From an optimization exercise on the open Yosys and OpenROAD flow, aimed at small area, a short achievable clock period and few clock cycles; shortcuts taken in it are not production practice.
Function was checked by simulation only, so behaviour that the tests miss may differ from the original.
No activity file was given, so power comes from the tool's default toggle rates.

## stcp_compress
module stcp_compress (
    input  wire       clk,
    input  wire       rst,           
    input  wire       cmd_valid,
    output wire       cmd_ready,
    input  wire [1:0] cmd_op,        
    input  wire [1:0] cmd_plane,
    input  wire [1:0] cmd_mode,      
    input  wire [5:0] cmd_len,
    input  wire       in_valid,
    output reg        in_ready,
    input  wire [7:0] in_data,
    output wire       out_valid,
    input  wire       out_ready,
    output wire [7:0] out_data,
    output wire       res_valid,
    output wire [2:0] res_kind,
    output wire [5:0] res_len,
    output wire [7:0] res_dsize,
    output wire [7:0] res_psize,
    output wire       res_degraded,
    output wire       res_err,
    output wire       act_method
);
export LEC_CHECK = 0
export CAP_MARGIN = 20
export CORE_MARGIN = 2
export CORE_UTILIZATION = 65
export CTS_CLUSTER_DIAMETER = 100
export CTS_CLUSTER_SIZE = 30
export SETUP_SLACK_MARGIN = 5
export SLEW_MARGIN = 20
create_clock -name core_clock -period 8.5 [get_ports {clk}]
run.sh (not shown) runs the stock make flow with config.mk's settings and CLKGATE_MAP_FILE= SYNTH_SCRIPT=/design/flow/synth_recipe.tcl, a recipe that flattens the netlist after the stock synthesis.
Testbench counts at the start, summed over its fixed seeds: cycles 123,060.
==> next run, changes <==
--- a/flow/design.v
+++ b/flow/design.v
@@ -76,19 +76,17 @@
     assign out_valid = ov;             
     assign res_valid = r_done;
     assign {res_kind, res_len, res_dsize, res_psize, res_degraded, res_err, act_method} = r0;
     wire pop_b   = out_valid & out_ready;
     wire r_fire  = r_done;
     wire       o_fin_now;
-    reg        ph0;                  
-    reg        o_now;                
-    wire       o_free   = ~o_act | (o_now & f_sp2);
-    wire       dec_row  = p_v & p_row & p_done & ph0 & o_free & ~r1v;
+    wire       o_free   = ~o_act | ((o_tgt == 5'd0) & f_sp2);
+    wire       dec_row  = p_v & p_row & p_done & (ph == 5'd0) & o_free & ~r1v;
     wire       dec_tok  = p_v & ~p_row & ~o_act & ~r1v;
     wire       p_start_ok = ~p_v | dec_row;
-    wire       proc     = q0v & (q0f ? (ph0 & p_start_ok) : 1'b1);
+    wire       proc     = q0v & (q0f ? ((ph == 5'd0) & p_start_ok) : 1'b1);
     wire       proc_first = proc & q0f;
     wire [1:0] pl   = q0f ? a_plane : p_plane;
     wire [7:0] head0 = ring0[7:0], head1 = ring1[7:0], head2 = ring2[7:0];
     wire [7:0] headp = (pl == 2'd0) ? head0 : (pl == 2'd1) ? head1 : head2;
     wire [7:0] rbyte = zact ? 8'd0 : headp;
     wire       diff  = (q0d != rbyte);
@@ -167,12 +165,13 @@
     wire [7:0] d_psz  = (cand & has_p) ? {2'b00, plen_f} : 8'hFF;
     wire       d_act  = d_isd ? 1'b0 : d_isp ? 1'b1 : act;
     wire [27:0] d_res = {d_kind, d_len, d_dsz, d_psz, 1'b0, 1'b0, d_act};
     wire [27:0] t_res = {t_kind, 6'd0, 8'hFF, 8'hFF, t_deg, t_err, act & ~t_clract};
     wire [7:0] tail0 = ring0[255:248], tail1 = ring1[255:248], tail2 = ring2[255:248];
     wire [7:0] sbyte = (o_plane == 2'd0) ? tail0 : (o_plane == 2'd1) ? tail1 : tail2;
+    wire       o_now  = o_act & (ph == o_tgt);
     wire       o_step = o_now & f_sp2;
     wire       mk0    = o_mask[31];
     reg  [2:0] dn1;
     always @(*) begin
         dn1 = 3'd7;
         for (k = 6; k >= 0; k = k - 1)
@@ -267,26 +266,25 @@
     wire [3:0] fc_p  = fc_np - 4'd1;
     wire [3:0] fc_n  = pop_b ? fc_p : fc_np;
     wire       fne_n = pop_b ? (fc_p != 4'd0) : (fc_np != 4'd0);
     wire       fsp_n = pop_b ? (fc_p <= FD - 2) : (fc_np <= FD - 2);
     always @(posedge clk) begin
         if (rst) begin
-            ph <= 5'd0; ph0 <= 1'b1; o_now <= 1'b0;
+            ph <= 5'd0;
             zcnt <= 6'd32;
             act <= 1'b0;
             cq_v <= 1'b0;
             a_v <= 1'b0; a_started <= 1'b0; a_acc <= 6'd0;
             in_ready <= 1'b0;
             q0v <= 1'b0; q1v <= 1'b0;
             p_v <= 1'b0; p_done <= 1'b0;
             o_act <= 1'b0;
             fc <= 4'd0; f_ne <= 1'b0; f_sp2 <= 1'b1; ov <= 1'b0;
             r0v <= 1'b0; r1v <= 1'b0; r_done <= 1'b0; rleft <= 6'd0;
         end else begin
             ph <= ph + 5'd1;
-            ph0 <= (ph == 5'd31);
             if (zcnt != 6'd0) zcnt <= zcnt - 6'd1;
             if (cmd_valid & ~cq_v) begin
                 cq_v <= 1'b1;
                 cq_op <= cmd_op; cq_plane <= cmd_plane; cq_mode <= cmd_mode; cq_len <= cmd_len;
                 cq_row <= (cmd_op == 2'd0) && (cmd_plane != 2'd3) && (cmd_mode != 2'd0)
                           && (cmd_len != 6'd0) && (cmd_len <= 6'd32);
@@ -360,14 +358,12 @@
                 if (d_isp) act <= 1'b1;
             end
             if (dec_tok) begin
                 if (t_clr) zcnt <= 6'd32;
                 if (t_clract) act <= 1'b0;
             end
-            o_now <= (dec_row & (d_isd | d_isp)) |
-                     (o_act & ~o_fin_now & (o_now ? f_sp2 : (o_tgt == ph + 5'd1)));
             if (dec_row & (d_isd | d_isp)) begin
                 o_act <= 1'b1; o_sel <= d_isp; o_plane <= p_plane;
                 o_tgt <= 5'd1; o_left <= d_len[4:0]; o_ptl <= ptrim[4:0];
                 o_off <= 5'd0; o_rem <= 5'd0; o_rep <= 1'b0; o_ehdr <= 1'b0;
             end else if (o_step) begin
                 if (o_fin_now) o_act <= 1'b0;
Wire length rises by a few percent.
Global-route usage rises by 1.0 points.
Worst hold slack gets worse by 0.014 ns.
Maximum frequency rises by a few percent.
Via count rises slightly.
Power stays flat.
Testbench counts after the change, summed over its fixed seeds: cycles 123,060.

[what the ideal ports hide]
How much do the figures lean on ideal ports? The routed layouts below were timed once more, with nothing changed but the port constraints. Step 1, drivers: a clkbuf_16 drives clk and a buf_2 each remaining input, both assumed. Step 2 moves the port delays by t, midway between the first and last clock arrival at a register: inputs arrive t later, outputs are due t later. That takes back most of the time a late clock gives input paths. a / b / c = ideal / step 1 / step 2; a / b = the first two.
run | t, ns | setup WS [ns] | worst setup path at the end | cell pins on the clock port's net
the first run | 0.678 | 4.976 / 4.976 / 4.532 | input to register | 1
the second run | 0.692 | 5.103 / 5.038 / 4.528 | input to register | 1
After both steps every run listed still meets setup and hold. The setup slack of the second run, which loses most, moves by -0.065 ns with the drivers and by -0.575 ns with both steps.
